Context: an optimization exercise on an open-source flow, tuned for small area, a short achievable clock period and few clock cycles. The choices shown serve that exercise and are no tape-out recipe.
At most, simulation tests tie the RTL to the original design; equivalence was not proved.
Power and IR drop assume default switching activity.

## the previous run
Design symcodec_rx, start of the top module:
module symcodec_rx (
    input  wire        clk,
    input  wire        rst,
    input  wire        in_valid,
    output wire        in_ready,
    input  wire [63:0] in_data,     
    input  wire [3:0]  in_groups,   
    input  wire        in_last,     
    output reg         out_valid,
    output reg  [7:0]  out_byte,
    output reg  [2:0]  out_kind,    
    output reg         done,
    output wire [1:0]  res,         
    output wire [3:0]  cause,       
    output wire        chkmis,
    output wire [15:0] clean_bits,
    output wire [15:0] n_bytes,
    output wire [31:0] pre,
    output wire [15:0] len,
    output wire [7:0]  stored_chk,
    output wire [7:0]  calc_chk,
    output wire [15:0] bad_index,
    output wire [5:0]  bad_win
);
Size: roughly 1000 cells after synthesis, about 190 flip-flops, roughly 210 I/O pins, ~10000 µm² of cells after synthesis.
clock: 5.0 ns
lec_check: 0
abc_clock_period_in_ps: 2000
cap_margin: 20
core_margin: 2
core_utilization: 50
setup_slack_margin: 2.6
slew_margin: 20
run.sh (not shown) runs the stock make flow with config.mk's settings and CLKGATE_MAP_FILE= SYNTH_SCRIPT=/design/flow/synth_recipe.tcl, a recipe that flattens the netlist after the stock synthesis.
Input-level comparison between the current run and the previous run:
- ABC_AREA: unset -> 1
- SETUP_SLACK_MARGIN: 2.6 -> unset
- ABC_CLOCK_PERIOD_IN_PS: 2000 -> unset
Findings:
- Arithmetic-cell share of the synthesized area counting full adders, half adders and majority gates: the previous run vs the current run, no meaningful difference
- Compared with the previous run, fmax in the current run decreased by more than 10%.
- Per the comparison of the current run with the previous run, area of all placed cells without fillers moved down; synthesized netlist cell count moved up; floorplan die area now smaller.
No run of this note included a check of the RTL's function; only the layout flow was run.

========
## red
Another version of the RTL of symcodec_rx (not shown whole).
Size in the first run: roughly 1100 cells after synthesis, ~190 flip-flops, about 210 I/O pins, roughly 0.0091 mm² of cells after synthesis.
==> flow/config.mk <==
export PLATFORM = sky130hd
export DESIGN_NAME = symcodec_rx
export DESIGN_NICKNAME = symcodec_rx
export VERILOG_FILES = /design/flow/design.v
export SDC_FILE = /design/flow/constraint.sdc
export NUM_CORES = 4
export LEC_CHECK = 0
export ABC_AREA = 1
export CAP_MARGIN = 20
export CORE_MARGIN = 2
export CORE_UTILIZATION = 50
export SETUP_SLACK_MARGIN = 2.8
export SLEW_MARGIN = 20
==> flow/constraint.sdc <==
create_clock -name core_clock -period 5.0 [get_ports {clk}]
set_input_delay 1.0000 -clock core_clock [delete_from_list [all_inputs] [get_ports {clk}]]
set_output_delay 1.0000 -clock core_clock [all_outputs]
set_load 0.01 [all_outputs]
standard.sh (not shown) runs the stock make flow with config.mk's settings and CLKGATE_MAP_FILE= SYNTH_SCRIPT=/design/flow/synth_recipe.tcl, a recipe that flattens the netlist after the stock synthesis.
==> flow/flow/run.sh <==
#!/bin/bash
# Standard ORFS layout (standard.sh: the standard flow's synthesis, floorplan, place, CTS,
# route, finish) with two changes:
#  - the buffers that buffer_ports puts on every input and output port are
#    sky130_fd_sc_hd__buf_1 cells instead of the default pick;
#  - clock tree synthesis builds the tree from clkbuf_8/clkbuf_16 cells and
#    adds no dummy loads to even out the tree.
# The full make output goes to standard.log in this folder; each ORFS step's
# own log stays under orfs/logs/.
set -euo pipefail
export BUFFER_PORTS_ARGS="-buffer_cell sky130_fd_sc_hd__buf_1"
export CTS_ARGS="-sink_clustering_enable -repair_clock_nets -buf_list {sky130_fd_sc_hd__clkbuf_8 sky130_fd_sc_hd__clkbuf_16} -dont_use_dummy_load"
bash standard.sh > standard.log 2>&1
red | status: complete | timing, DRC, antenna: pass
Testbench counts of red, summed over its fixed seeds: cycles 15,365.
Here is what was changed in the inputs of blue compared with red.
- swapping 2.8 for 2.7 in SETUP_SLACK_MARGIN
==> flow/flow/run.sh <==
#!/bin/bash
# Standard ORFS layout (standard.sh: the standard flow's synthesis, floorplan, place, CTS,
# route, finish) with two changes: the buffers that buffer_ports puts on every
# input and output port are sky130_fd_sc_hd__buf_1 cells instead of the
# default pick, and clock tree synthesis builds the tree from clkbuf_8 cells
# without the dummy loads it otherwise adds to even out the tree.
# The full make output goes to standard.log in this folder; each ORFS step's
# own log stays under orfs/logs/.
set -euo pipefail
export BUFFER_PORTS_ARGS="-buffer_cell sky130_fd_sc_hd__buf_1"
export CTS_ARGS="-sink_clustering_enable -repair_clock_nets -buf_list {sky130_fd_sc_hd__clkbuf_8 sky130_fd_sc_hd__clkbuf_16} -dont_use_dummy_load"
bash standard.sh > standard.log 2>&1
==> summary.txt <==
- blue finished all stages; the layout is clean.
- Relative to red, combinational group share of total power has gone down in blue.
- Comparing highest clock frequency the design can meet for red and blue, the bigger number came from red.
- red and blue ended up with nearly the same worst setup slack before clock tree synthesis.
- When blue is set beside red, its global-route usage over all layers turns out to be 0.56 points smaller.

## afterwards: timing with drivers on the ports
No port has a modelled driver above. Below, the same layouts with a new extraction and two added sets of constraints.
Step 1 (the two cells are an assumption about what drives the block):
set clk [get_ports {clk}]
set_driving_cell -lib_cell sky130_fd_sc_hd__clkbuf_16 $clk
set_driving_cell -lib_cell sky130_fd_sc_hd__buf_2 [delete_from_list [all_inputs] $clk]
Step 2 times the ports against the registers' clock, not the clock port: input delays grow and output delays shrink by t, the midpoint of the rising clock arrivals with the driver on.
a / b / c = ideal / step 1 / step 2; a / b = the first two.
| run | t, ns | slack for setup (ns) | worst register clock-pin slew, ns |
|---|---|---|---|
| the previous run | 0.481 | 2.125 / 2.125 / 2.076 | 0.09 / 0.09 |
| the current run | 0.477 | 1.606 / 1.606 / 1.606 | 0.08 / 0.08 |
| red | 0.457 | 2.792 / 2.778 / 2.525 | 0.08 / 0.08 |
| blue | 0.467 | 2.757 / 2.713 / 2.472 | 0.09 / 0.09 |
After both steps every run listed still meets setup and hold. For blue, which loses most, drivers alone change the setup slack by -0.044 ns; drivers and shift together by -0.285 ns.
